Context: an optimization exercise on an open-source flow, tuned for small area, a short achievable clock period and few clock cycles per item. The choices shown serve that exercise and are no tape-out recipe.
At most, simulation tests tie the RTL to the original design; equivalence was not proved.
Only the layout flow was run in run 3; the RTL was not checked for function there.

[flow/design.v]
module fxcore_div (
    input  wire [31:0] r,
    input  wire [1:0]  b,
    input  wire [31:0] d,
    input  wire [33:0] d3,
    output wire [31:0] r_nx,
    output wire [1:0]  q
);
    wire [33:0] sh = {r, b};
    wire [34:0] t1 = {1'b0, sh} - {3'b0, d};
    wire [34:0] t2 = {1'b0, sh} - {2'b0, d, 1'b0};
    wire [34:0] t3 = {1'b0, sh} - {1'b0, d3};
    assign q    = !t3[34] ? 2'd3 : !t2[34] ? 2'd2 : !t1[34] ? 2'd1 : 2'd0;
    assign r_nx = !t3[34] ? t3[31:0] : !t2[34] ? t2[31:0] : !t1[34] ? t1[31:0] : sh[31:0];
endmodule
module fxcore (
    input  wire        clk,
    input  wire        rst,
    input  wire        req,
    input  wire        we,
    input  wire [4:0]  addr,
    input  wire [31:0] wdata,
    output reg  [31:0] rdata,
    output wire        ack
);
    localparam [5:0] OP_FROMINT = 6'h01, OP_FADD   = 6'h02, OP_FSUB   = 6'h03,
                     OP_FMUL    = 6'h04, OP_FDIV   = 6'h05, OP_FROUND = 6'h06,
                     OP_FFLOOR  = 6'h07, OP_FCEIL  = 6'h08, OP_FFRAC  = 6'h09,
                     OP_FCLAMP  = 6'h0A, OP_FLERP  = 6'h0B, OP_FCMP   = 6'h0C,
                     OP_FSQRT   = 6'h0D, OP_ISQRT  = 6'h0E,
                     OP_RINT    = 6'h18, OP_RRANGE = 6'h19, OP_RBOOL  = 6'h1A,
                     OP_RFIX    = 6'h1B,
                     OP_VADD2   = 6'h20, OP_VADD3  = 6'h21, OP_VSUB2  = 6'h22,
                     OP_VSUB3   = 6'h23, OP_VSCALE2 = 6'h24, OP_VSCALE3 = 6'h25,
                     OP_VDIVS2  = 6'h26, OP_VDIVS3 = 6'h27, OP_VNEG2  = 6'h28,
                     OP_VNEG3   = 6'h29, OP_VDOT2  = 6'h2A, OP_VDOT3  = 6'h2B,
                     OP_VCROSS3 = 6'h2C, OP_VEQ2   = 6'h2D, OP_VEQ3   = 6'h2E,
                     OP_VLENSQ2 = 6'h30, OP_VLENSQ3 = 6'h31, OP_VLEN2 = 6'h32,
                     OP_VLEN3   = 6'h33, OP_VNORM2 = 6'h34, OP_VNORM3 = 6'h35,
                     OP_VDIST2  = 6'h36, OP_VDIST3 = 6'h37;
    localparam [4:0] A_CMD = 5'd16, A_STATUS = 5'd17, A_ERRCMD = 5'd18, A_SEED = 5'd19;
    localparam [31:0] RNG_A = 32'd1664525;
    localparam [31:0] RNG_C = 32'd1013904223;
    localparam [3:0] S_IDLE = 4'd0, S_ERR = 4'd1, S_EX = 4'd2, S_QSET = 4'd3,
                     S_DIV = 4'd4, S_DFIX = 4'd5, S_SQS = 4'd6, S_NFIX = 4'd7,
                     S_WB0 = 4'd8, S_WB1 = 4'd9, S_COPY = 4'd10;
    function [8:0] op_class;
        input [5:0] op;
        begin
            case (op)
                OP_FROMINT, OP_FROUND, OP_FFLOOR, OP_FCEIL, OP_FFRAC,
                OP_FSQRT, OP_ISQRT, OP_RINT:
                    op_class = {1'b1, 2'd1, 2'd1, 2'd0, 2'd0};
                OP_FADD, OP_FSUB, OP_FMUL, OP_FDIV, OP_FCMP, OP_RRANGE:
                    op_class = {1'b1, 2'd1, 2'd1, 2'd1, 2'd0};
                OP_FCLAMP, OP_FLERP:
                    op_class = {1'b1, 2'd1, 2'd1, 2'd1, 2'd1};
                OP_RBOOL, OP_RFIX:
                    op_class = {1'b1, 2'd1, 2'd0, 2'd0, 2'd0};
                OP_VADD2, OP_VSUB2:
                    op_class = {1'b1, 2'd2, 2'd2, 2'd2, 2'd0};
                OP_VADD3, OP_VSUB3, OP_VCROSS3:
                    op_class = {1'b1, 2'd3, 2'd3, 2'd3, 2'd0};
                OP_VSCALE2, OP_VDIVS2:
                    op_class = {1'b1, 2'd2, 2'd2, 2'd1, 2'd0};
                OP_VSCALE3, OP_VDIVS3:
                    op_class = {1'b1, 2'd3, 2'd3, 2'd1, 2'd0};
                OP_VNEG2, OP_VNORM2:
                    op_class = {1'b1, 2'd2, 2'd2, 2'd0, 2'd0};
                OP_VNEG3, OP_VNORM3:
                    op_class = {1'b1, 2'd3, 2'd3, 2'd0, 2'd0};
                OP_VDOT2, OP_VEQ2, OP_VDIST2:
                    op_class = {1'b1, 2'd1, 2'd2, 2'd2, 2'd0};
                OP_VDOT3, OP_VEQ3, OP_VDIST3:
                    op_class = {1'b1, 2'd1, 2'd3, 2'd3, 2'd0};
                OP_VLENSQ2, OP_VLEN2:
                    op_class = {1'b1, 2'd1, 2'd2, 2'd0, 2'd0};
                OP_VLENSQ3, OP_VLEN3:
                    op_class = {1'b1, 2'd1, 2'd3, 2'd0, 2'd0};
                default:
                    op_class = 9'd0;
            endcase
        end
    endfunction
    function grp_ok;
        input [3:0] f;
        input [1:0] k;
        begin
            grp_ok = (k == 2'd0) || ({1'b0, f} + {3'd0, k} - 5'd1 <= 5'd15);
        end
    endfunction
    reg [31:0] R [0:15];
    reg [31:0] seed;
    reg        st_err, st_ovr;
    reg [3:0]  st_cause;
    reg [31:0] errcmd;
    reg [3:0]  state;
    reg [5:0]  op;
    reg [3:0]  rd, rs1, rs2, rs3;
    reg        n3;             
    reg [2:0]  st;             
    reg [1:0]  jn;             
    reg [2:0]  it;             
    reg [2:0]  cnt;            
    reg        flag;           
    reg        bsign;          
    reg        qsign;          
    reg        sqp;            
    reg [3:0]  ha, hb;         
    reg [31:0] OA, OB;         
    reg [31:0] T0, T1, ACC;
    reg [31:0] DR, D1;         
    reg [33:0] D3;             
    reg [47:0] DQ;             
    wire [5:0] c_op  = wdata[31:26];
    wire [3:0] c_rd  = wdata[25:22];
    wire [3:0] c_rs1 = wdata[21:18];
    wire [3:0] c_rs2 = wdata[17:14];
    wire [3:0] c_rs3 = wdata[13:10];
    wire [8:0] c_cls = op_class(c_op);
    wire [1:0] k_rd  = c_cls[7:6];
    wire [1:0] k_rs1 = c_cls[5:4];
    wire [1:0] k_rs2 = c_cls[3:2];
    wire [1:0] k_rs3 = c_cls[1:0];
    reg [3:0] c_cause;
    always @* begin
        if (!c_cls[8])
            c_cause = 4'd1;
        else if (wdata[9:0] != 10'd0)
            c_cause = 4'd2;
        else if ((k_rs1 == 2'd0 && c_rs1 != 4'd0) || (k_rs2 == 2'd0 && c_rs2 != 4'd0) ||
                 (k_rs3 == 2'd0 && c_rs3 != 4'd0))
            c_cause = 4'd3;
        else if (!grp_ok(c_rd, k_rd) || !grp_ok(c_rs1, k_rs1) || !grp_ok(c_rs2, k_rs2))
            c_cause = 4'd4;
        else
            c_cause = 4'd0;
    end
    wire c_n3 = (c_op == OP_VEQ3) || (c_op == OP_VCROSS3) ||
                (c_op != OP_VEQ2 && c_op[0]);
    wire idle = (state == S_IDLE);
    wire cmdw = req && we && (addr == A_CMD);
    wire c_b_rs1 = (c_op == OP_VNEG2) || (c_op == OP_VNEG3) ||
                   (c_op == OP_VLENSQ2) || (c_op == OP_VLENSQ3) ||
                   (c_op == OP_VLEN2) || (c_op == OP_VLEN3) ||
                   (c_op == OP_VNORM2) || (c_op == OP_VNORM3) ||
                   (c_op == OP_RINT) || (c_op == OP_RRANGE) || (c_op == OP_FLERP);
    wire c_a_rs2 = (c_op == OP_FLERP) || (c_op == OP_RRANGE);
    wire [3:0] pha = !idle ? ha : cmdw ? (c_a_rs2 ? c_rs2 : c_rs1) : addr[3:0];
    wire [3:0] phb = !idle ? hb : (c_b_rs1 ? c_rs1 : c_rs2);
    wire [31:0] PH = R[pha];
    wire [31:0] PB = R[phb];
    always @* begin
        if (!addr[4])
            rdata = PH;
        else case (addr)
            A_STATUS: rdata = {24'd0, st_cause, 2'b00, st_ovr, st_err};
            A_ERRCMD: rdata = errcmd;
            A_SEED:   rdata = seed;
            default:  rdata = 32'd0;
        endcase
    end
    reg [1:0] ax_sel;    
    reg [1:0] ay_sel;    
    reg       alu_sub, alu_cin;
    reg [1:0] mx_sel;    
    reg [1:0] my_sel;    
    reg [2:0] madd;      
    reg [3:0] res_sel;
    reg       w_en;
    reg [1:0] w_ofs;
    reg       t0_en, t1_en, acc_en;
    wire [31:0] floor_v = {{16{OA[31]}}, OA[31:16]};
    wire [31:0] AX = (ax_sel == 2'd0) ? OA : (ax_sel == 2'd1) ? 32'd0 : floor_v;
    wire [31:0] AY = (ay_sel == 2'd0) ? OB : (ay_sel == 2'd1) ? 32'd0 :
                     (ay_sel == 2'd2) ? DQ[31:0] : DR;
    wire [31:0] alu = AX + (AY ^ {32{alu_sub}}) + {31'd0, alu_sub | alu_cin};
    wire        a_eq = (alu == 32'd0);                       
    wire        a_lt = (OA[31] ^ OB[31]) ? OA[31] : alu[31];  
    wire [31:0] MX = (mx_sel == 2'd0) ? OA : (mx_sel == 2'd1) ? T0 : seed;
    wire [31:0] MY = (my_sel == 2'd0) ? OB : (my_sel == 2'd1) ? T0 : RNG_A;
    wire [31:0] add_hi = (madd == 3'd1) ? OA : (madd == 3'd2) ? ACC :
                         (madd == 3'd3) ? ~ACC : (madd == 3'd4) ? {16'd0, RNG_C[31:16]} : 32'd0;
    wire [15:0] add_lo = (madd == 3'd4) ? RNG_C[15:0] : 16'd0;
    wire [47:0] Z = $signed(MX) * $signed(MY) + $signed({add_hi, add_lo}) +
                    $signed({31'd0, madd == 3'd3, 16'd0});
    wire [31:0] mres = (madd == 3'd4) ? Z[31:0] : Z[47:16];
    wire [31:0] dr1, dr2, dr3;
    wire [1:0]  dq1, dq2, dq3;
    fxcore_div u_s1 (.r(DR),  .b(DQ[47:46]), .d(D1), .d3(D3), .r_nx(dr1), .q(dq1));
    fxcore_div u_s2 (.r(dr1), .b(DQ[45:44]), .d(D1), .d3(D3), .r_nx(dr2), .q(dq2));
    fxcore_div u_s3 (.r(dr2), .b(DQ[43:42]), .d(D1), .d3(D3), .r_nx(dr3), .q(dq3));
    reg  [31:0] dv;
    reg         dv_hi, dv_load;
    reg         dv_w48;
    wire [31:0] OA_abs = OA[31] ? (32'd0 - OA) : OA;
    wire        oa_fits = (D1[31:24] != 8'd0) || (OA_abs[31:8] < D1[23:0]);
    wire [47:0] dv48 = dv_hi ? {dv, 16'd0} : {16'd0, dv};
    wire        is_isqrt = (op == OP_ISQRT);
    wire        x_small  = (ACC[31:16] == 16'd0);
    wire [31:0] g0 = (!is_isqrt && x_small) ? ACC : {1'b0, ACC[31:1]};
    wire [31:0] q0 = is_isqrt ? ((ACC == 32'd3) ? 32'd3 : 32'd2) :
                     x_small ? 32'h00010000 :
                     32'h00020000 |
                     ((ACC[0] && ACC == 32'h00010001) ? 32'd2 :
                      (ACC[0] && ACC <= 32'h00020001) ? 32'd1 : 32'd0);
    wire        sq_zero  = ACC[31] || (ACC == 32'd0) || (is_isqrt && ACC == 32'd1);
    wire [31:0] n_x = (state == S_SQS) ? g0 : D1;
    wire [31:0] n_y = (state == S_SQS) ? q0 : {8'd0, DQ[23:0]};
    wire [32:0] nsum = {1'b0, n_x} + {1'b0, n_y};
    wire [31:0] gnew = nsum[32:1];
    wire        conv = ({8'd0, DQ[23:0]} >= D1);          
    wire        keep_g = conv && !it[0];                   
    wire        n_last = conv || (it == 3'd7);
    wire [31:0] sq_fin = keep_g ? D1 : gnew;
    reg         d_load;
    wire [31:0] d_in  = (state == S_EX) ? alu : gnew;
    wire [33:0] d3_in = {2'b0, d_in} + {1'b0, d_in, 1'b0};
    localparam [3:0] R_ALU = 4'd0, R_FROMINT = 4'd1, R_FFRAC = 4'd2, R_CMP = 4'd3,
                     R_CLAMP1 = 4'd4, R_CLAMP2 = 4'd5, R_EQ = 4'd6, R_MUL = 4'd7,
                     R_RBOOL = 4'd8, R_RFIX = 4'd9, R_ZERO = 4'd10, R_OA = 4'd11,
                     R_OB = 4'd12, R_T0 = 4'd13, R_T1 = 4'd14, R_SQ = 4'd15;
    reg [31:0] res;
    always @* begin
        case (res_sel)
            R_ALU:     res = alu;
            R_FROMINT: res = {OA[15:0], 16'd0};
            R_FFRAC:   res = {16'd0, OA[15:0]};
            R_CMP:     res = a_lt ? 32'hFFFFFFFF : a_eq ? 32'd0 : 32'd1;
            R_CLAMP1:  res = a_lt ? OB : OA;
            R_CLAMP2:  res = flag ? T0 : (!a_lt && !a_eq) ? OB : OA;
            R_EQ:      res = {31'd0, flag && a_eq};
            R_MUL:     res = mres;
            R_RBOOL:   res = {31'd0, Z[16]};
            R_RFIX:    res = {16'd0, Z[31:16]};
            R_ZERO:    res = 32'd0;
            R_OA:      res = OA;
            R_OB:      res = OB;
            R_T0:      res = T0;
            R_T1:      res = T1;
            default:   res = sq_fin;
        endcase
    end
    wire op_vec_div = (op == OP_VDIVS2) || (op == OP_VDIVS3) ||
                      (op == OP_VNORM2) || (op == OP_VNORM3);
    wire op_rng_div = (op == OP_RINT) || (op == OP_RRANGE);
    wire [1:0] nlast = n3 ? 2'd2 : 2'd1;      
    wire oa_zero = (OA == 32'd0);
    wire ob_zero = (OB == 32'd0);
    reg [3:0] state_nx;
    reg [2:0] st_nx;
    reg [1:0] jn_nx;
    reg [3:0] ha_nx, hb_nx;
    reg       done;            
    reg       flag_nx;
    reg       seed_en;
    reg       bsign_en, qsign_en;
    reg [2:0] it_nx, cnt_nx;
    function [1:0] xa;
        input [2:0] s;
        case (s)
            3'd1: xa = 2'd2; 3'd2: xa = 2'd1; 3'd3: xa = 2'd0;
            3'd4: xa = 2'd2; 3'd5: xa = 2'd1; default: xa = 2'd0;
        endcase
    endfunction
    function [1:0] xb;
        input [2:0] s;
        case (s)
            3'd1: xb = 2'd1; 3'd2: xb = 2'd2; 3'd3: xb = 2'd2;
            3'd4: xb = 2'd0; 3'd5: xb = 2'd0; default: xb = 2'd1;
        endcase
    endfunction
    always @* begin
        state_nx = state;
        st_nx    = st;
        jn_nx    = jn;
        ha_nx    = ha;
        hb_nx    = hb;
        it_nx    = it;
        cnt_nx   = cnt;
        flag_nx  = flag;
        done     = 1'b0;
        ax_sel   = 2'd0;
        ay_sel   = 2'd0;
        alu_sub  = 1'b0;
        alu_cin  = 1'b0;
        mx_sel   = 2'd0;
        my_sel   = 2'd0;
        madd     = 3'd0;
        res_sel  = R_ALU;
        w_en     = 1'b0;
        w_ofs    = 2'd0;
        t0_en    = 1'b0;
        t1_en    = 1'b0;
        acc_en   = 1'b0;
        seed_en  = 1'b0;
        bsign_en = 1'b0;
        qsign_en = 1'b0;
        d_load   = 1'b0;
        dv_load  = 1'b0;
        dv       = ACC;
        dv_hi    = !is_isqrt;
        dv_w48   = 1'b0;
        case (state)
            S_EX: begin
                st_nx = st + 3'd1;
                ha_nx = ha + 4'd1;
                hb_nx = hb + 4'd1;
                case (op)
                    OP_FROMINT: begin res_sel = R_FROMINT; w_en = 1'b1; done = 1'b1; end
                    OP_FFRAC:   begin res_sel = R_FFRAC;   w_en = 1'b1; done = 1'b1; end
                    OP_FFLOOR:  begin ax_sel = 2'd2; ay_sel = 2'd1; w_en = 1'b1; done = 1'b1; end
                    OP_FROUND:  begin ax_sel = 2'd2; ay_sel = 2'd1; alu_cin = OA[15];
                                      w_en = 1'b1; done = 1'b1; end
                    OP_FCEIL:   begin ax_sel = 2'd2; ay_sel = 2'd1; alu_cin = (OA[15:0] != 16'd0);
                                      w_en = 1'b1; done = 1'b1; end
                    OP_FADD:    begin w_en = 1'b1; done = 1'b1; end
                    OP_FSUB:    begin alu_sub = 1'b1; w_en = 1'b1; done = 1'b1; end
                    OP_FCMP:    begin alu_sub = 1'b1; res_sel = R_CMP; w_en = 1'b1; done = 1'b1; end
                    OP_FMUL:    begin res_sel = R_MUL; w_en = 1'b1; done = 1'b1; end
                    OP_FCLAMP: begin
                        alu_sub = 1'b1;
                        if (st == 3'd0) begin
                            res_sel = R_CLAMP1; t0_en = 1'b1; flag_nx = a_lt;
                        end else begin
                            res_sel = R_CLAMP2; w_en = 1'b1; done = 1'b1;
                        end
                    end
                    OP_FLERP: begin
                        if (st == 3'd0) begin
                            alu_sub = 1'b1; t0_en = 1'b1;      
                        end else begin
                            mx_sel = 2'd1; madd = 3'd1; res_sel = R_MUL;
                            w_en = 1'b1; done = 1'b1;
                        end
                    end
                    OP_FDIV, OP_VDIVS2, OP_VDIVS3: begin
                        ax_sel = 2'd1; alu_sub = OB[31];
                        ha_nx = ha;
                        bsign_en = 1'b1;
                        if (ob_zero) begin
                            if (op == OP_FDIV) begin
                                res_sel = R_ZERO; w_en = 1'b1; done = 1'b1;
                            end else begin
                                jn_nx = 2'd0; ha_nx = ha + 4'd1; state_nx = S_COPY;
                            end
                        end else begin
                            d_load = 1'b1; jn_nx = 2'd0; state_nx = S_QSET;
                        end
                    end
                    OP_RBOOL, OP_RFIX: begin
                        mx_sel = 2'd2; my_sel = 2'd2; madd = 3'd4; seed_en = 1'b1;
                        res_sel = (op == OP_RBOOL) ? R_RBOOL : R_RFIX;
                        w_en = 1'b1; done = 1'b1;
                    end
                    OP_RINT, OP_RRANGE: begin
                        mx_sel = 2'd2; my_sel = 2'd2; madd = 3'd4; seed_en = 1'b1;
                        ha_nx = ha;
                        if (op == OP_RINT) begin
                            ax_sel = 2'd1;                     
                            if (OB[31] || ob_zero) begin
                                res_sel = R_ZERO; w_en = 1'b1; done = 1'b1;
                            end else begin
                                d_load = 1'b1; state_nx = S_QSET;
                            end
                        end else begin
                            alu_sub = 1'b1;                    
                            if (a_lt || a_eq) begin
                                res_sel = R_OB; w_en = 1'b1; done = 1'b1;
                            end else begin
                                d_load = 1'b1; state_nx = S_QSET;
                            end
                        end
                    end
                    OP_VADD2, OP_VADD3, OP_VSUB2, OP_VSUB3, OP_VNEG2, OP_VNEG3,
                    OP_VSCALE2, OP_VSCALE3: begin
                        if (op == OP_VNEG2 || op == OP_VNEG3) ax_sel = 2'd1;
                        alu_sub = (op == OP_VSUB2) || (op == OP_VSUB3) ||
                                  (op == OP_VNEG2) || (op == OP_VNEG3);
                        if (op == OP_VSCALE2 || op == OP_VSCALE3) begin
                            res_sel = R_MUL; hb_nx = hb;
                        end
                        w_ofs = st[1:0];
                        if (st[1:0] == 2'd0) t0_en = 1'b1;
                        if (st[1:0] == 2'd1) t1_en = 1'b1;
                        if (st[1:0] == nlast) begin
                            t0_en = 1'b0; t1_en = 1'b0; w_en = 1'b1; state_nx = S_WB0;
                        end
                    end
                    OP_VEQ2, OP_VEQ3: begin
                        alu_sub = 1'b1; res_sel = R_EQ;
                        flag_nx = (st == 3'd0) ? a_eq : (flag && a_eq);
                        if (st == 3'd0) res_sel = R_EQ;
                        if (st[1:0] == nlast) begin
                            w_en = 1'b1; done = 1'b1;
                        end
                    end
                    OP_VDOT2, OP_VDOT3, OP_VLENSQ2, OP_VLENSQ3,
                    OP_VLEN2, OP_VLEN3, OP_VNORM2, OP_VNORM3: begin
                        madd = (st == 3'd0) ? 3'd0 : 3'd2;
                        acc_en = 1'b1; res_sel = R_MUL;
                        if (st[1:0] == nlast) begin
                            if (op == OP_VDOT2 || op == OP_VDOT3 ||
                                op == OP_VLENSQ2 || op == OP_VLENSQ3) begin
                                w_en = 1'b1; done = 1'b1;
                            end else begin
                                state_nx = S_SQS;
                                ha_nx = rs1; hb_nx = rs1;
                            end
                        end
                    end
                    OP_VDIST2, OP_VDIST3: begin
                        alu_sub = 1'b1; t0_en = 1'b1;         
                        mx_sel = 2'd1; my_sel = 2'd1;
                        madd = (st == 3'd1) ? 3'd0 : 3'd2;
                        acc_en = (st != 3'd0);
                        if (st[1:0] == nlast + 2'd1) state_nx = S_SQS;
                    end
                    OP_VCROSS3: begin
                        ha_nx = rs1 + {2'd0, xa(st + 3'd2)};
                        hb_nx = rs2 + {2'd0, xb(st + 3'd2)};
                        res_sel = R_MUL;
                        madd = (st == 3'd2 || st == 3'd4 || st == 3'd6) ? 3'd3 : 3'd0;
                        acc_en = (st == 3'd1 || st == 3'd3 || st == 3'd5);
                        t0_en = (st == 3'd2);
                        t1_en = (st == 3'd4);
                        if (st == 3'd6) begin
                            w_ofs = 2'd2; w_en = 1'b1; state_nx = S_WB0;
                        end
                    end
                    default: begin
                        done = 1'b1;
                    end
                endcase
            end
            S_QSET: begin
                if (op_rng_div) begin
                    dv_load = 1'b1; dv = {16'd0, seed[31:16]}; dv_hi = 1'b0;
                    cnt_nx = 3'd3;
                end else begin
                    dv_load = 1'b1; dv = OA_abs; dv_hi = 1'b1; dv_w48 = !oa_fits;
                    qsign_en = 1'b1; cnt_nx = oa_fits ? 3'd3 : 3'd7;
                    if (op_vec_div) ha_nx = ha + 4'd1;
                end
                state_nx = S_DIV;
            end
            S_DIV: begin
                cnt_nx = cnt - 3'd1;
                if (cnt == 3'd0)
                    state_nx = sqp ? S_NFIX : S_DFIX;
            end
            S_DFIX: begin
                if (op_rng_div) begin
                    ay_sel = 2'd3;
                    if (op == OP_RINT) ax_sel = 2'd1;      
                    w_en = 1'b1; done = 1'b1;
                end else begin
                    ax_sel = 2'd1; ay_sel = 2'd2; alu_sub = qsign;
                    if (op == OP_FDIV) begin
                        w_en = 1'b1; done = 1'b1;
                    end else begin
                        w_ofs = jn;
                        if (jn == nlast) begin
                            w_en = 1'b1; state_nx = S_WB0;
                        end else begin
                            if (jn == 2'd0) t0_en = 1'b1; else t1_en = 1'b1;
                            jn_nx = jn + 2'd1;
                            dv_load = 1'b1; dv = OA_abs; dv_hi = 1'b1; dv_w48 = !oa_fits;
                            qsign_en = 1'b1; cnt_nx = oa_fits ? 3'd3 : 3'd7;
                            ha_nx = ha + 4'd1;
                            state_nx = S_DIV;
                        end
                    end
                end
            end
            S_SQS: begin
                it_nx = 3'd1;
                if (sq_zero) begin
                    if (op == OP_VNORM2 || op == OP_VNORM3) begin
                        jn_nx = 2'd0; ha_nx = ha + 4'd1; state_nx = S_COPY;
                    end else begin
                        res_sel = R_ZERO; w_en = 1'b1; done = 1'b1;
                    end
                end else begin
                    d_load = 1'b1;
                    dv_load = 1'b1; cnt_nx = 3'd3;
                    state_nx = S_DIV;
                end
            end
            S_NFIX: begin
                it_nx = it + 3'd1;
                if (n_last) begin
                    if (!keep_g) d_load = 1'b1;
                    if (op == OP_VNORM2 || op == OP_VNORM3) begin
                        jn_nx = 2'd0; state_nx = S_QSET;
                    end else begin
                        res_sel = R_SQ; w_en = 1'b1; done = 1'b1;
                    end
                end else begin
                    d_load = 1'b1;
                    dv_load = 1'b1; cnt_nx = 3'd3;
                    state_nx = S_DIV;
                end
            end
            S_COPY: begin
                res_sel = R_OA;
                ha_nx = ha + 4'd1;
                w_ofs = jn;
                jn_nx = jn + 2'd1;
                if (jn == 2'd0) t0_en = 1'b1;
                if (jn == 2'd1) t1_en = 1'b1;
                if (jn == nlast) begin
                    t0_en = 1'b0; t1_en = 1'b0; w_en = 1'b1; state_nx = S_WB0;
                end
            end
            S_WB0: begin
                res_sel = R_T0; w_en = 1'b1; w_ofs = 2'd0;
                if (n3) state_nx = S_WB1;
                else    done = 1'b1;
            end
            S_WB1: begin
                res_sel = R_T1; w_en = 1'b1; w_ofs = 2'd1; done = 1'b1;
            end
            S_ERR: begin
                done = 1'b1;
            end
            default: ;
        endcase
        if (done) state_nx = S_IDLE;
    end
    assign ack = req && (idle ? !cmdw : done);
    wire        hw_en  = idle && req && we && !addr[4];
    wire        rf_en  = hw_en || (!idle && w_en);
    wire [3:0]  rf_sel = idle ? addr[3:0] : rd + {2'd0, w_ofs};
    wire [31:0] rf_d   = rst ? 32'd0 : idle ? wdata : res;
    genvar gi;
    generate
        for (gi = 0; gi < 16; gi = gi + 1) begin : g_rf
            always @(posedge clk)
                if (rst || (rf_en && rf_sel == gi)) R[gi] <= rf_d;
        end
    endgenerate
    always @(posedge clk) begin
        OA <= PH;
        OB <= PB;
        if (t0_en) T0 <= res;
        if (t1_en) T1 <= res;
        if (idle) ACC <= PH;
        else if (acc_en) ACC <= mres;
        if (d_load) begin
            D1 <= d_in;
            D3 <= d3_in;
        end
        if (bsign_en) bsign <= OB[31];
        if (qsign_en) qsign <= OA[31] ^ (bsign_en ? OB[31] : bsign);
        if (dv_load) begin
            DR <= dv_w48 ? 32'd0 : {8'd0, dv48[47:24]};
            DQ <= dv_w48 ? dv48 : {dv48[23:0], 24'd0};
        end else if (state == S_DIV) begin
            DR <= dr3;
            DQ <= {DQ[41:0], dq1, dq2, dq3};
        end
        st   <= st_nx;
        jn   <= jn_nx;
        ha   <= ha_nx;
        hb   <= hb_nx;
        it   <= it_nx;
        cnt  <= cnt_nx;
        flag <= flag_nx;
        if (state == S_SQS) sqp <= 1'b1;
        if (state == S_NFIX && n_last) sqp <= 1'b0;
        if (rst) begin
            state    <= S_IDLE;
            seed     <= 32'd0;
            st_err   <= 1'b0;
            st_ovr   <= 1'b0;
            st_cause <= 4'd0;
            errcmd   <= 32'd0;
        end else begin
            state <= state_nx;
            if (seed_en) seed <= Z[31:0];
            if (idle && req) begin
                if (cmdw) begin
                    if (c_cause != 4'd0) begin
                        if (!st_err) begin
                            st_err   <= 1'b1;
                            st_cause <= c_cause;
                            errcmd   <= wdata;
                        end else begin
                            st_ovr <= 1'b1;
                        end
                        state <= S_ERR;
                    end else begin
                        op    <= c_op;
                        rd    <= c_rd;
                        rs1   <= c_rs1;
                        rs2   <= c_rs2;
                        rs3   <= c_rs3;
                        n3    <= c_n3;
                        bsign <= 1'b0;
                        sqp   <= 1'b0;
                        st    <= 3'd0;
                        state <= (c_op == OP_FSQRT || c_op == OP_ISQRT) ? S_SQS : S_EX;
                        if (c_op == OP_FCLAMP || c_op == OP_FLERP) begin
                            ha <= c_rs1; hb <= c_rs3;
                        end else if (c_op == OP_VCROSS3) begin
                            ha <= c_rs1 + 4'd2; hb <= c_rs2 + 4'd1;
                        end else if (c_op == OP_FDIV || c_op == OP_VDIVS2 || c_op == OP_VDIVS3 ||
                                     c_op == OP_RINT || c_op == OP_RRANGE ||
                                     c_op == OP_FSQRT || c_op == OP_ISQRT) begin
                            ha <= c_rs1; hb <= c_rs2;
                        end else if (c_b_rs1) begin
                            ha <= c_rs1 + 4'd1; hb <= c_rs1 + 4'd1;
                        end else if (c_op == OP_VSCALE2 || c_op == OP_VSCALE3) begin
                            ha <= c_rs1 + 4'd1; hb <= c_rs2;
                        end else begin
                            ha <= c_rs1 + 4'd1; hb <= c_rs2 + 4'd1;
                        end
                    end
                end else if (we && addr == A_STATUS) begin
                    if (wdata[0]) begin
                        st_err   <= 1'b0;
                        st_ovr   <= 1'b0;
                        st_cause <= 4'd0;
                        errcmd   <= 32'd0;
                    end
                end else if (we && addr == A_SEED) begin
                    seed <= wdata;
                end
            end
        end
    end
endmodule
[flow/constraint.sdc]
create_clock -name core_clock -period 14.0 [get_ports {clk}]
set_input_delay 2.8000 -clock core_clock [delete_from_list [all_inputs] [get_ports {clk}]]
set_output_delay 2.8000 -clock core_clock [all_outputs]
set_load 0.01 [all_outputs]
[flow/run.sh]
#!/bin/bash
# synth_recipe.tcl (not shown) runs the flow's synth.tcl, then flattens the netlist and writes it again
# the make line also repeats each setting of config.mk as NAME=value (left out here)
make -C /OpenROAD-flow-scripts/flow DESIGN_CONFIG=/design/flow/config.mk WORK_HOME=/design/flow/orfs CLKGATE_MAP_FILE= SYNTH_SCRIPT=/design/flow/synth_recipe.tcl finish
[flow/config.mk]
export PLATFORM = sky130hd
export DESIGN_NAME = fxcore
export DESIGN_NICKNAME = fxcore
export VERILOG_FILES = /design/flow/design.v
export SDC_FILE = /design/flow/constraint.sdc
export NUM_CORES = 8
export LEC_CHECK = 0
export CAP_MARGIN = 20
export CORE_MARGIN = 2
export CORE_UTILIZATION = 40
export SETUP_SLACK_MARGIN = 4
export SLEW_MARGIN = 20
==> results of run 1 <==
## area by class of cell
cell class	count	share of cell area [%]
diodes	30	0.0595
multi-input cells	8630	59.6
clock inverters	61	0.580
well taps	3348	3.32
inverters	1177	3.57
flip-flops and latches	932	21.0
clock buffers	132	2.21
repair buffers	1229	9.67
## layout by cell type, fill, tap and decap left out, types with 130 or more instances in the layout
master and instances:
a22oi_1 336, a21o_1 189, nand2_1 1206, o21ai_0 423, edfxtp_1 782, a221oi_1 135
nor2_1 918, nor3_1 130, xnor2_1 319, ha_1 576, nand3_1 172, dfxtp_1 146
buf_4 844, buf_6 150, a21oi_1 611, inv_1 1121, fa_1 884
## through the flow
step	cells	hold slack (ns)	worst slack [ns]	instance area, um^2
floorplan	11318	0.429	4.00	102000
global placement	14622	0.444	1.14	109000
detailed placement	14623	0.448	1.10	109000
CTS	15348	0.458	3.24	122000
global route	15515	0.468	2.94	126000
finish	15539	0.459	2.97	126000
## synthesized netlist by cell type, types with 128 or more instances
master	n
a22oi_1	350
a22o_1	129
fa_1	917
a21o_1	210
o21a_1	143
ha_1	662
dfxtp_1	150
xor2_1	128
xnor2_1	336
nand2_1	1259
a21oi_1	730
nor2_1	1025
a221oi_1	158
nand3_1	183
edfxtp_1	782
clkbuf_1	502
inv_1	1172
nor3_1	144
o21ai_0	569
## worst min path at each step
stage,from,to,cells after the start
4_1_cts,errcmd[31],errcmd[31],2
6_report,errcmd[31],errcmd[31],2
2_1_floorplan,st_cause[2],st_cause[2],2
3_3_place_gp,errcmd[31],errcmd[31],2
5_1_grt,errcmd[10],errcmd[10],2
3_5_place_dp,errcmd[31],errcmd[31],2
## cells by family (layout without fill, tap and decap cells)
family | after synthesis | in the layout | synth area share, %
AND/OR/NAND/NOR | 3305 | 3309 | 14.7
AO/OA/AOI/OAI | 3175 | 3183 | 21.1
flip-flops | 932 | 932 | 26.2
other | 0 | 30 | 0
multiplexers | 91 | 91 | 0.928
XOR/XNOR | 466 | 466 | 4.06
buffers and inverters | 1768 | 2599 | 6.63
adder cells (fa/ha/maj) | 1581 | 1581 | 26.4
## worst register-to-register path, delay by kind of cell (launching register included)
kind                       cells  cell delay (ns)
adders and majority gates      9             4.27
AOI/OAI and AO/OA             12             2.46
and+or+nand+nor                9             1.77
buffers and inverters         10             1.37
DFF                            1             0.43
xor gates and xnor gates       1             0.20
muxes                          1             0.20
## layer usage
layer  wire length (um)  vias to the layer above  part of all wire, %  track usage [%]
met4              32400                       48                  5.9             19.2
met1             211000                    51074                   39             55.2
li1                   -                    41633                    -                -
met2             218000                     7951                   40             57.3
met5                851                        -                 0.16                0
met3              81900                     1748                   15             15.9
## what timing repair did
item                       4_1_cts  5_1_grt
gates resized for setup       1138      533
hold buffers                     0        0
buffers inserted               490      146
setup endpoints to repair     1159      655
pin swaps                      343      341
cloned                          42       12
## sequential cells by signal, indices dropped and copies added (netlist names), 6 cells and up
| register | flops |
|---|---|
| D1 | 32 |
| errcmd | 32 |
| ACC | 32 |
| R | 512 |
| op | 6 |
| T1 | 32 |
| OB | 32 |
| seed | 32 |
| DQ | 48 |
| T0 | 32 |
| OA | 32 |
| D3 | 33 |
| DR | 32 |
==> reports/qor.txt, run 1 <==
FF+latch count, synth = 932
Finish-stage setup viols = 0
# H-tree levels = 3
syn avg cell area = 8.93 um^2
Synth top area share = 23.2%
delay of the slowest cell on the worst path = 0.58 ns
Max-Cap Viols = 0
wire per inst = 35.1 um
Initial DRC Count = 15540
critical-path cell with the highest stage delay = fa_2
Critical Path End Type = flop
Synth Warn # = 2
fillcell total = 23090
Post-Syn Nets = 12938
CP top delay family = adder cells
die area = 257000 um^2
number of port buffers = 73
Die W = 507 um
Initial Util = 40.2%
hpwl dp = 395 mm
clock sink count = 932
number of synthesized flops with an enable pin = 782
Nets = 13692
Antenna Nets Post-Route = 0
post-synth top area cell = edfxtp_1
Vias/cell = 6.59
initial antenna violation count = 56
Slew headroom = 9.18%
WL final = 545 mm
I/O pin count = 74
Tmin final = 11.03 ns
Root Driver = clkbuf_16
Clk Latency, worst-skew pair = 0.81 ns
CTS tree = built
Startpoint Class = flop
R2R Path End = R[11][31]
CP bufs+invs = 10
drt first pass iters = 9
register area = 26500 um^2
worst r2r src = op[5]
largest net degree at the start of global routing = 66
Cell variety after synth = 116
DR vias = 102454
RSZ-0062 raised after global routing = yes
site row count = 184
WP data arrival = 11.52 ns
RD Place Congestion = 1.07
R2R Setup Slk = 2.97 ns
critical path depth = 42
Synth Cell Area = 101000 um^2
fin crit share = 78.8%
total CTS buffers = 102
worst-margin pin slew = 1.35 ns
Final Skew = 0.105 ns
WS Path Type = reg -> reg
Req. time, crit path = 14.49 ns
Fin. Hold Viols = 0
worst min-delay path class = reg -> reg
CTS clk-pin slew, worst paths = 0.07 ns
Final Slew Violations = 0
GR Overflow Total = 0
post-synthesis sequential area ratio = 26.2%
worst setup path start = op[5]
chip height = 507 um
Area growth, synth to finish = 24.7%
status = timing/DRC/antenna clean
synthesized instance count = 11318
Total Routing Usage GR = 40.9%
Bufs on Longest Clock Path = 3
CP Capture Point = R[11][31]
Most common cell on crit path = fa_1
Multi-input gate area = 75100 um^2
FMAX = 0.0907 GHz
dominant synthesized flop cell = edfxtp_1
vias in the first global route = 98523
Layout Utilization = 50.1%
Post-synth ARST share = 0%
Setup TNS Final = 0 ns
largest cells by area after synthesis = edfxtp_1 (23%), fa_1 (18%), ha_1 (8.2%)
critical-path maximum fanout = 15
share of cells above drive strength 1 = 20.2%
DRC violation count after routing = 0
worst r2r path cells = 42
first-pass GRT wire length = 748 mm
Placeable Area = 251000 um^2
Testbench counts, summed over its fixed seeds: cycles 34,583, cmds 3,200.
==> inputs of run 2 (changes only) <==
--- a/flow/config.mk
+++ b/flow/config.mk
@@ -9,4 +9,3 @@
 export CORE_MARGIN = 2
 export CORE_UTILIZATION = 40
-export SETUP_SLACK_MARGIN = 4
 export SLEW_MARGIN = 20
==> run 2 against run 1 <==
Effect of this change: sequential cell count unchanged; cell area decreased by 10%; via count decreased by 4.7%; cell count decreased by 3.8%; highest routed layer unchanged.
==> reports/qor.txt, run 2 <==
worst min-delay path class = reg -> reg
Finish-stage setup viols = 0
clock sink count = 932
GR Overflow Total = 0
FF+latch count, synth = 932
syn avg cell area = 8.93 um^2
Max-Cap Viols = 0
largest net degree at the start of global routing = 88
critical-path cell with the highest stage delay = o21ai_4
Vias/cell = 6.53
I/O pin count = 74
Compound-Gate Fraction of Synth Area = 21.1%
Req. time, crit path = 14.45 ns
Top Registers = R: 512 flops, DQ: 48 flops, D3: 33 flops
number of port buffers = 73
Most common cell on crit path = a21oi_1
PnR worst setup slack = 0.377 ns
FMAX = 0.0734 GHz
post-synth top area cell = edfxtp_1
RSZ-0062 raised after global routing = no
Clk Latency, worst-skew pair = 0.82 ns
DR vias = 97604
hold path cells = 2
Startpoint Class = flop
die area = 257000 um^2
pre-CTS WS = 0.717 ns
Cell variety after synth = 116
site row count = 184
fin crit share = 97.3%
Area growth, synth to finish = 11.7%
synthesized instance count = 11318
Antenna Nets Post-Route = 0
largest cells by area after synthesis = edfxtp_1 (23%), fa_1 (18%), ha_1 (8.2%)
Layout Utilization = 44.9%
most frequent cells in the layout = nand2_1 (1258), inv_1 (1171), nor2_1 (979)
Synth Cell Area = 101000 um^2
share of cells above drive strength 1 = 8.49%
Initial Util = 40.2%
Placeable Area = 251000 um^2
Bufs on Longest Clock Path = 3
first-pass GRT wire length = 707 mm
most common cell after layout, fill and taps aside = nand2_1
worst r2r path cells = 48
number of synthesized flops with an enable pin = 782
WP data arrival = 14.08 ns
Post-Syn Nets = 12938
Final Skew = 0.116 ns
Biggest register = R
Total Routing Usage GR = 38.4%
hpwl dp = 391 mm
worst r2r src = D1[5]
post-synthesis mux area share = 0.928%
Post-synth ARST share = 0%
Tmin final = 13.62 ns
R2R Path End = DR[28]
hold_sp = errcmd[28]
CTS tree = built
Initial DRC Count = 14576
fillcell total = 24300
Root Driver = clkbuf_16
delay of the slowest cell on the worst path = 0.79 ns
Critical Path End Type = flop
total CTS buffers = 104
critical-path maximum fanout = 30
Setup TNS Final = 0 ns
status = timing/DRC/antenna clean
worst-margin pin slew = 1.30 ns
Post-CTS Hold Buffers = 0
initial antenna violation count = 47
Min-Delay Endpoint = errcmd[28]
Post-Synth Simple-Gate Area = 14.7%
# H-tree levels = 3
largest family of logic cells by synthesized area = adder cells
Slew headroom = 12.5%
CTS clk-pin slew, worst paths = 0.06 ns
Nets = 13106
chip height = 507 um
Die W = 507 um
RD Place Congestion = 1.07
WS Path Type = reg -> reg
drt first pass iters = 7
Synth top area share = 23.2%
dominant synthesized flop cell = edfxtp_1
adder and majority gate portion of the synthesized area = 26.4%
total setup buffers inserted after CTS = 0
wire per inst = 34.0 um
WL final = 508 mm
Largest register FFs = 512
post-route cell area = 113000 um^2
Final Slew Violations = 0
DRC violation count after routing = 0
Post-DP Area = 109000 um^2
top post-synthesis cells by count = nand2_1 (1259), inv_1 (1172), nor2_1 (1025)
Synth Warn # = 2
R2R Setup Slk = 0.38 ns
post-synthesis sequential area ratio = 26.2%
Fin. Hold Viols = 0
XOR/XNOR Fraction of Synth Area = 4.06%
count leader, synth = nand2_1
vias in the first global route = 93798
[run 2: cell counts after synthesis]
Identical to the previous run, type by type.
[run 2: repair_timing]
item / in CTS / in global routing
hold endpoints to repair: 0 / 0
setup endpoints to repair: 0 / 8
gates resized for setup: 0 / 2
[run 2: cell type report]
| cell class | instances | area [um^2] | area share [%] |
|---|---|---|---|
| Antenna cell | 26 | 65.1 | 0.0576 |
| Clock buffer | 123 | 2750 | 2.44 |
| Clock inverter | 70 | 927 | 0.821 |
| Inverter | 1177 | 4420 | 3.91 |
| Multi-Input combinational cell | 8618 | 68800 | 60.9 |
| Sequential cell | 932 | 26500 | 23.5 |
| Tap cell | 3348 | 4190 | 3.71 |
| Timing Repair Buffer | 653 | 5300 | 4.70 |
[run 2: metal layers]
layer / GRT usage [%] / up-vias / routed length (um)
li1: - / 40397 / -
met1: 52.3 / 48614 / 202000
met4: 17.1 / 24 / 27300
met3: 12.6 / 1296 / 69400
met5: 1.20 / - / 554
met2: 55.2 / 7273 / 208000
[run 2: metrics by stage]
step,hold WS (ns),cells
global placement,0.443,14727
detailed placement,0.451,14727
finish,0.457,14947
CTS,0.460,14920
floorplan,0.429,11318
global route,0.481,14928
[run 2: worst max-delay path, delay by kind of cell (launching register included)]
kind	cells	cell delay, ns
buf+inv	6	1.17
simple gates	11	2.02
compound gates	27	8.42
mux	1	0.36
flops	1	0.43
fa+ha+maj	3	0.84
[run 2: how the worst max path moves through the flow]
stage	startpoint	end	cells after the start
after floorplan	state[2]	R[0][27]	42
after global placement	D1[0]	DR[23]	44
after global routing	D1[0]	DR[23]	45
final	D1[5]	DR[28]	48
after detailed placement	D1[0]	DR[23]	47
after CTS	D1[0]	DR[28]	47
[run 2: cell families after synthesis]
| family | count (synthesis) |
|---|---|
| AOI/OAI and AO/OA | 3175 |
| adders and majority gates | 1581 |
| DFF | 932 |
| buffers and inverters | 1768 |
| xor gates and xnor gates | 466 |
| muxes | 91 |
| and+or+nand+nor | 3305 |
==> inputs of run 3 (changes only) <==
--- a/flow/design.v
+++ b/flow/design.v
@@ -40,4 +40,7 @@
                      OP_VDIST2  = 6'h36, OP_VDIST3 = 6'h37;
     localparam [4:0] A_CMD = 5'd16, A_STATUS = 5'd17, A_ERRCMD = 5'd18, A_SEED = 5'd19;
+    localparam        DSTG  = 2;                  
+    localparam [3:0]  CW24  = 24 / (2 * DSTG) - 1;  
+    localparam [3:0]  CW48  = 48 / (2 * DSTG) - 1;  
     localparam [31:0] RNG_A = 32'd1664525;
     localparam [31:0] RNG_C = 32'd1013904223;
@@ -102,5 +105,5 @@
     reg [1:0]  jn;             
     reg [2:0]  it;             
-    reg [2:0]  cnt;            
+    reg [3:0]  cnt;            
     reg        flag;           
     reg        bsign;          
@@ -145,10 +148,13 @@
                    (c_op == OP_VLEN2) || (c_op == OP_VLEN3) ||
                    (c_op == OP_VNORM2) || (c_op == OP_VNORM3) ||
-                   (c_op == OP_RINT) || (c_op == OP_RRANGE) || (c_op == OP_FLERP);
-    wire c_a_rs2 = (c_op == OP_FLERP) || (c_op == OP_RRANGE);
+                   (c_op == OP_FLERP);
+    wire c_a_rs2 = (c_op == OP_FLERP);
+    wire c_rng   = (c_op == OP_RINT) || (c_op == OP_RRANGE) || (c_op == OP_RBOOL) || (c_op == OP_RFIX);
+    wire c_dist  = (c_op == OP_VDIST2) || (c_op == OP_VDIST3);
     wire [3:0] pha = !idle ? ha : cmdw ? (c_a_rs2 ? c_rs2 : c_rs1) : addr[3:0];
     wire [3:0] phb = !idle ? hb : (c_b_rs1 ? c_rs1 : c_rs2);
     wire [31:0] PH = R[pha];
     wire [31:0] PB = R[phb];
+    wire [31:0] PD = PH - PB;
     always @* begin
         if (!addr[4])
@@ -164,7 +170,8 @@
     reg [1:0] ay_sel;    
     reg       alu_sub, alu_cin;
-    reg [1:0] mx_sel;    
-    reg [1:0] my_sel;    
     reg [2:0] madd;      
+    reg [1:0] oa_sel;    
+    reg [1:0] ob_sel;    
+    reg       acc_ob;    
     reg [3:0] res_sel;
     reg       w_en;
@@ -178,17 +185,20 @@
     wire        a_eq = (alu == 32'd0);                       
     wire        a_lt = (OA[31] ^ OB[31]) ? OA[31] : alu[31];  
-    wire [31:0] MX = (mx_sel == 2'd0) ? OA : (mx_sel == 2'd1) ? T0 : seed;
-    wire [31:0] MY = (my_sel == 2'd0) ? OB : (my_sel == 2'd1) ? T0 : RNG_A;
-    wire [31:0] add_hi = (madd == 3'd1) ? OA : (madd == 3'd2) ? ACC :
+    wire [31:0] add_hi = (madd == 3'd2) ? ACC :
                          (madd == 3'd3) ? ~ACC : (madd == 3'd4) ? {16'd0, RNG_C[31:16]} : 32'd0;
     wire [15:0] add_lo = (madd == 3'd4) ? RNG_C[15:0] : 16'd0;
-    wire [47:0] Z = $signed(MX) * $signed(MY) + $signed({add_hi, add_lo}) +
+    wire [47:0] Z = $signed(OA) * $signed(OB) + $signed({add_hi, add_lo}) +
                     $signed({31'd0, madd == 3'd3, 16'd0});
     wire [31:0] mres = (madd == 3'd4) ? Z[31:0] : Z[47:16];
-    wire [31:0] dr1, dr2, dr3;
-    wire [1:0]  dq1, dq2, dq3;
-    fxcore_div u_s1 (.r(DR),  .b(DQ[47:46]), .d(D1), .d3(D3), .r_nx(dr1), .q(dq1));
-    fxcore_div u_s2 (.r(dr1), .b(DQ[45:44]), .d(D1), .d3(D3), .r_nx(dr2), .q(dq2));
-    fxcore_div u_s3 (.r(dr2), .b(DQ[43:42]), .d(D1), .d3(D3), .r_nx(dr3), .q(dq3));
+    wire [31:0]       drs [0:DSTG];
+    wire [2*DSTG-1:0] dqs;
+    assign drs[0] = DR;
+    genvar gs;
+    generate
+        for (gs = 0; gs < DSTG; gs = gs + 1) begin : g_div
+            fxcore_div u_s (.r(drs[gs]), .b(DQ[47-2*gs:46-2*gs]), .d(D1), .d3(D3),
+                            .r_nx(drs[gs+1]), .q(dqs[2*DSTG-1-2*gs:2*DSTG-2-2*gs]));
+        end
+    endgenerate
     reg  [31:0] dv;
     reg         dv_hi, dv_load;
@@ -256,5 +266,6 @@
     reg       seed_en;
     reg       bsign_en, qsign_en;
-    reg [2:0] it_nx, cnt_nx;
+    reg [2:0] it_nx;
+    reg [3:0] cnt_nx;
     function [1:0] xa;
         input [2:0] s;
@@ -285,7 +296,8 @@
         alu_sub  = 1'b0;
         alu_cin  = 1'b0;
-        mx_sel   = 2'd0;
-        my_sel   = 2'd0;
         madd     = 3'd0;
+        oa_sel   = 2'd0;
+        ob_sel   = 2'd0;
+        acc_ob   = 1'b0;
         res_sel  = R_ALU;
         w_en     = 1'b0;
@@ -302,4 +314,8 @@
         dv_hi    = !is_isqrt;
         dv_w48   = 1'b0;
+        if (idle) begin
+            oa_sel = c_rng ? 2'd2 : c_dist ? 2'd1 : 2'd0;
+            ob_sel = c_rng ? 2'd2 : c_dist ? 2'd1 : 2'd0;
+        end
         case (state)
             S_EX: begin
@@ -329,7 +345,8 @@
                     OP_FLERP: begin
                         if (st == 3'd0) begin
-                            alu_sub = 1'b1; t0_en = 1'b1;      
+                            alu_sub = 1'b1; ob_sel = 2'd3;     
+                            acc_ob = 1'b1;                     
                         end else begin
-                            mx_sel = 2'd1; madd = 3'd1; res_sel = R_MUL;
+                            madd = 3'd2; res_sel = R_MUL;
                             w_en = 1'b1; done = 1'b1;
                         end
@@ -350,12 +367,13 @@
                     end
                     OP_RBOOL, OP_RFIX: begin
-                        mx_sel = 2'd2; my_sel = 2'd2; madd = 3'd4; seed_en = 1'b1;
+                        madd = 3'd4; seed_en = 1'b1;
                         res_sel = (op == OP_RBOOL) ? R_RBOOL : R_RFIX;
                         w_en = 1'b1; done = 1'b1;
                     end
                     OP_RINT, OP_RRANGE: begin
-                        mx_sel = 2'd2; my_sel = 2'd2; madd = 3'd4; seed_en = 1'b1;
-                        ha_nx = ha;
-                        if (op == OP_RINT) begin
+                        ha_nx = rs1;
+                        if (st == 3'd0) begin
+                            madd = 3'd4; seed_en = 1'b1;       
+                        end else if (op == OP_RINT) begin
                             ax_sel = 2'd1;                     
                             if (OB[31] || ob_zero) begin
@@ -411,9 +429,8 @@
                     end
                     OP_VDIST2, OP_VDIST3: begin
-                        alu_sub = 1'b1; t0_en = 1'b1;         
-                        mx_sel = 2'd1; my_sel = 2'd1;
-                        madd = (st == 3'd1) ? 3'd0 : 3'd2;
-                        acc_en = (st != 3'd0);
-                        if (st[1:0] == nlast + 2'd1) state_nx = S_SQS;
+                        oa_sel = 2'd1; ob_sel = 2'd1;          
+                        madd = (st == 3'd0) ? 3'd0 : 3'd2;
+                        acc_en = 1'b1;
+                        if (st[1:0] == nlast) state_nx = S_SQS;
                     end
                     OP_VCROSS3: begin
@@ -437,8 +454,8 @@
                 if (op_rng_div) begin
                     dv_load = 1'b1; dv = {16'd0, seed[31:16]}; dv_hi = 1'b0;
-                    cnt_nx = 3'd3;
+                    cnt_nx = CW24;
                 end else begin
                     dv_load = 1'b1; dv = OA_abs; dv_hi = 1'b1; dv_w48 = !oa_fits;
-                    qsign_en = 1'b1; cnt_nx = oa_fits ? 3'd3 : 3'd7;
+                    qsign_en = 1'b1; cnt_nx = oa_fits ? CW24 : CW48;
                     if (op_vec_div) ha_nx = ha + 4'd1;
                 end
@@ -446,6 +463,6 @@
             end
             S_DIV: begin
-                cnt_nx = cnt - 3'd1;
-                if (cnt == 3'd0)
+                cnt_nx = cnt - 4'd1;
+                if (cnt == 4'd0)
                     state_nx = sqp ? S_NFIX : S_DFIX;
             end
@@ -467,5 +484,5 @@
                             jn_nx = jn + 2'd1;
                             dv_load = 1'b1; dv = OA_abs; dv_hi = 1'b1; dv_w48 = !oa_fits;
-                            qsign_en = 1'b1; cnt_nx = oa_fits ? 3'd3 : 3'd7;
+                            qsign_en = 1'b1; cnt_nx = oa_fits ? CW24 : CW48;
                             ha_nx = ha + 4'd1;
                             state_nx = S_DIV;
@@ -484,5 +501,5 @@
                 end else begin
                     d_load = 1'b1;
-                    dv_load = 1'b1; cnt_nx = 3'd3;
+                    dv_load = 1'b1; cnt_nx = CW24;
                     state_nx = S_DIV;
                 end
@@ -499,5 +516,5 @@
                 end else begin
                     d_load = 1'b1;
-                    dv_load = 1'b1; cnt_nx = 3'd3;
+                    dv_load = 1'b1; cnt_nx = CW24;
                     state_nx = S_DIV;
                 end
@@ -542,9 +559,10 @@
     endgenerate
     always @(posedge clk) begin
-        OA <= PH;
-        OB <= PB;
+        OA <= (oa_sel == 2'd0) ? PH : (oa_sel == 2'd1) ? PD : seed;
+        OB <= (ob_sel == 2'd0) ? PB : (ob_sel == 2'd1) ? PD : (ob_sel == 2'd2) ? RNG_A : alu;
         if (t0_en) T0 <= res;
         if (t1_en) T1 <= res;
         if (idle) ACC <= PH;
+        else if (acc_ob) ACC <= OB;
         else if (acc_en) ACC <= mres;
         if (d_load) begin
@@ -558,6 +576,6 @@
             DQ <= dv_w48 ? dv48 : {dv48[23:0], 24'd0};
         end else if (state == S_DIV) begin
-            DR <= dr3;
-            DQ <= {DQ[41:0], dq1, dq2, dq3};
+            DR <= drs[DSTG];
+            DQ <= {DQ[47-2*DSTG:0], dqs};
         end
         st   <= st_nx;
@@ -602,10 +620,15 @@
                         st    <= 3'd0;
                         state <= (c_op == OP_FSQRT || c_op == OP_ISQRT) ? S_SQS : S_EX;
-                        if (c_op == OP_FCLAMP || c_op == OP_FLERP) begin
+                        if (c_op == OP_FCLAMP) begin
                             ha <= c_rs1; hb <= c_rs3;
+                        end else if (c_op == OP_FLERP) begin
+                            ha <= c_rs3; hb <= c_rs3;
+                        end else if (c_op == OP_RRANGE) begin
+                            ha <= c_rs2; hb <= c_rs1;
+                        end else if (c_op == OP_RINT) begin
+                            ha <= c_rs1; hb <= c_rs1;
                         end else if (c_op == OP_VCROSS3) begin
                             ha <= c_rs1 + 4'd2; hb <= c_rs2 + 4'd1;
                         end else if (c_op == OP_FDIV || c_op == OP_VDIVS2 || c_op == OP_VDIVS3 ||
-                                     c_op == OP_RINT || c_op == OP_RRANGE ||
                                      c_op == OP_FSQRT || c_op == OP_ISQRT) begin
                             ha <= c_rs1; hb <= c_rs2;
--- a/flow/config.mk
+++ b/flow/config.mk
@@ -9,3 +9,4 @@
 export CORE_MARGIN = 2
 export CORE_UTILIZATION = 40
+export SETUP_SLACK_MARGIN = 5
 export SLEW_MARGIN = 20
==> run 3 against run 2 <==
Effect of this change: still clean on timing, DRC and antenna; register-to-register slack better by 2.9 ns; die area is 4.5% lower; sequential share of layout area is 0.72 points lower; clock skew is 0.0019 ns lower; first-iteration DRC count is 3.8% higher; area after synthesis is 4.5% lower; cell count is 4.3% lower; global-route usage is 0.71 points lower; largest cell class unchanged.
==> reports/qor.txt, run 3 <==
Total Routing Usage GR = 37.7%
M1 GR Usage = 46.2%
Area growth, synth to finish = 21.2%
final hold slack = 0.505 ns
site row count = 180
Top Registers = R: 512 flops, DQ: 48 flops, D3: 33 flops
DR vias = 93746
die area = 245000 um^2
Root Driver = clkbuf_16
Largest register FFs = 512
syn avg cell area = 9.13 um^2
R2R Setup Slk = 3.27 ns
hpwl dp = 335 mm
most common cell after layout, fill and taps aside = nand2_1
fin crit share = 76.6%
Min-Delay Endpoint = seed[10]
worst-margin pin slew = 1.42 ns
number of synthesized flops with an enable pin = 783
Tmin final = 10.73 ns
Initial Util = 40.2%
Layout Utilization = 48.7%
GR Util met3 = 11.8%
Initial DRC Count = 15129
share of cells above drive strength 1 = 17.2%
WP data arrival = 11.27 ns
post-synth top area cell = edfxtp_1
Startpoint Class = flop
number of port buffers = 73
Synth Cell Area = 96500 um^2
GR Overflow Total = 0
most frequent cells in the layout = nand2_1 (1347), inv_1 (1097), fa_1 (908)
critical-path cell with the highest stage delay = or4_4
RD Place Congestion = 1.12
count leader, synth = nand2_1
total CTS buffers = 104
Req. time, crit path = 14.54 ns
Cell variety after synth = 105
largest net degree at the start of global routing = 58
Slew headroom = 5.15%
Final Skew = 0.114 ns
dominant synthesized flop cell = edfxtp_1
Post-DP Area = 103000 um^2
synthesized instance count = 10569
Post-Syn Nets = 12121
critical-path maximum fanout = 8
vias in the first global route = 89676
Synth top area share = 24.4%
worst r2r path cells = 42
worst r2r src = op[4]
Final Slew Violations = 0
Critical Path End Type = flop
post-synthesis sequential area ratio = 27.5%
Post-synth ARST share = 0%
CTS clk-pin slew, worst paths = 0.06 ns
worst min-delay path class = reg -> reg
Antenna Nets Post-Route = 0
CTS tree = built
hold_sp = seed[10]
Die W = 495 um
largest cells by area after synthesis = edfxtp_1 (24%), fa_1 (19%), ha_1 (7.7%)
WS Path Type = reg -> reg
wire per inst = 34.0 um
top post-synthesis cells by count = nand2_1 (1381), inv_1 (1153), fa_1 (915)
initial antenna violation count = 38
Placeable Area = 240000 um^2
Most common cell on crit path = fa_1
# H-tree levels = 3
R2R Path End = R[6][24]
Clk Latency, worst-skew pair = 0.85 ns
Finish-stage setup viols = 0
FF+latch count, synth = 933
delay of the slowest cell on the worst path = 0.60 ns
chip height = 495 um
drt first pass iters = 9
post-route cell area = 117000 um^2
Biggest register = R
worst setup path start = op[4]
status = timing/DRC/antenna clean
Synth Warn # = 3
Post-CTS Hold Buffers = 0
Setup TNS Final = 0 ns
clock sink count = 933
Fin. Hold Viols = 0
hold path cells = 2
Vias/cell = 6.55
Bufs on Longest Clock Path = 3
met2 Use GR = 55.7%
DRC violation count after routing = 0
I/O pin count = 74
Nets = 12561
FMAX = 0.0932 GHz
WL final = 486 mm
first-pass GRT wire length = 663 mm
Max-Cap Viols = 0
RSZ-0062 raised after global routing = yes
layer with the highest usage = met2
-- run 3: cell count changes in the layout (fill, tap and decap cells not counted), moves of 96 or more --
cell and delta:
buf_12 +96, o21ai_0 -179, and2_1 +177, a21oi_1 -169
buf_6 +108, nor2_1 -471
-- run 3: logic make-up (layout without fill, tap and decap cells) --
family | count (synthesis) | count (layout) | synth area share [%]
other | 0 | 19 | 0
and+or+nand+nor | 3091 | 3093 | 14.8
adders and majority gates | 1511 | 1511 | 26.7
DFF | 933 | 933 | 27.5
xor gates and xnor gates | 410 | 410 | 3.72
AOI/OAI and AO/OA | 2686 | 2692 | 18.7
muxes | 161 | 161 | 1.70
buffers and inverters | 1777 | 2298 | 6.95
-- run 3: per-layer routing --
layer	up-vias	wire length, um
met2	7632	201000
met1	45944	168000
met3	2316	66800
met4	16	50200
li1	37838	-
met5	-	215
-- run 3: final cells by class --
type                    instances  area (um^2)
flip-flops and latches        933        26600
inverters                    1159         4500
clock inverters                68          769
diodes                         19         47.5
repair buffers                944        10300
clock buffers                 127         2750
multi-input cells            7867        68000
fillers                     22097       123000
well taps                    3185         3990
-- run 3: metrics by stage --
| step | cells | setup slack (ns) |
|---|---|---|
| 4_1_cts | 14048 | 3.42 |
| 3_5_place_dp | 13520 | 1.61 |
| 3_3_place_gp | 13520 | 1.59 |
| 6_report | 14302 | 3.27 |
| 2_1_floorplan | 10569 | 3.70 |
| 5_1_grt | 14286 | 3.10 |
-- run 3: worst max path at each step --
stage,slack (ns),end
2_1_floorplan,3.70,R[0][24]
3_3_place_gp,1.59,R[4][24]
3_5_place_dp,1.61,R[4][24]
4_1_cts,3.42,R[14][24]
5_1_grt,3.10,R[12][24]
6_report,3.27,R[6][24]
-- run 3: worst max-delay path, delay by kind of cell, from the launching register on --
family	cells	cell delay, ns
AOI/OAI and AO/OA	14	2.98
and+or+nand+nor	6	1.61
adders and majority gates	9	4.18
buffers and inverters	11	1.01
xor gates and xnor gates	1	0.10
muxes	1	0.18
DFF	1	0.41
-- run 3: what timing repair did --
item	in CTS	in global routing
endpoints found under the hold margin	0	0
gates cloned	36	39
endpoints found under the setup margin	1370	1210
gates resized for setup	936	417
setup buffers	297	194
pin swaps	212	238

afterwards: timing with drivers on the ports:
No port has a modelled driver above. Below, the same layouts with a new extraction and two added sets of constraints. Step 1 (the two cells are an assumption about what drives the block):
set clk [get_ports {clk}]
set_driving_cell -lib_cell sky130_fd_sc_hd__clkbuf_16 $clk
set_driving_cell -lib_cell sky130_fd_sc_hd__buf_2 [delete_from_list [all_inputs] $clk]
Step 2, shift: input delay + t, output delay - t, t = (earliest + latest rising clock arrival at the registers) / 2. This alone moves slack from input paths to output paths. Slacks: no drivers / after step 1 / after step 2; pairs: no drivers / after step 1.
| run | t, ns | slack for setup (ns) | worst data-port slew with drivers (ns) |
|---|---|---|---|
| run 1 | 0.843 | 2.975 / 2.975 / 2.975 | 0.15 |
| run 2 | 0.833 | 0.377 / 0.377 / 0.377 | 0.15 |
| run 3 | 0.897 | 3.269 / 3.269 / 3.269 | 0.16 |
After both steps every run listed still meets setup and hold.
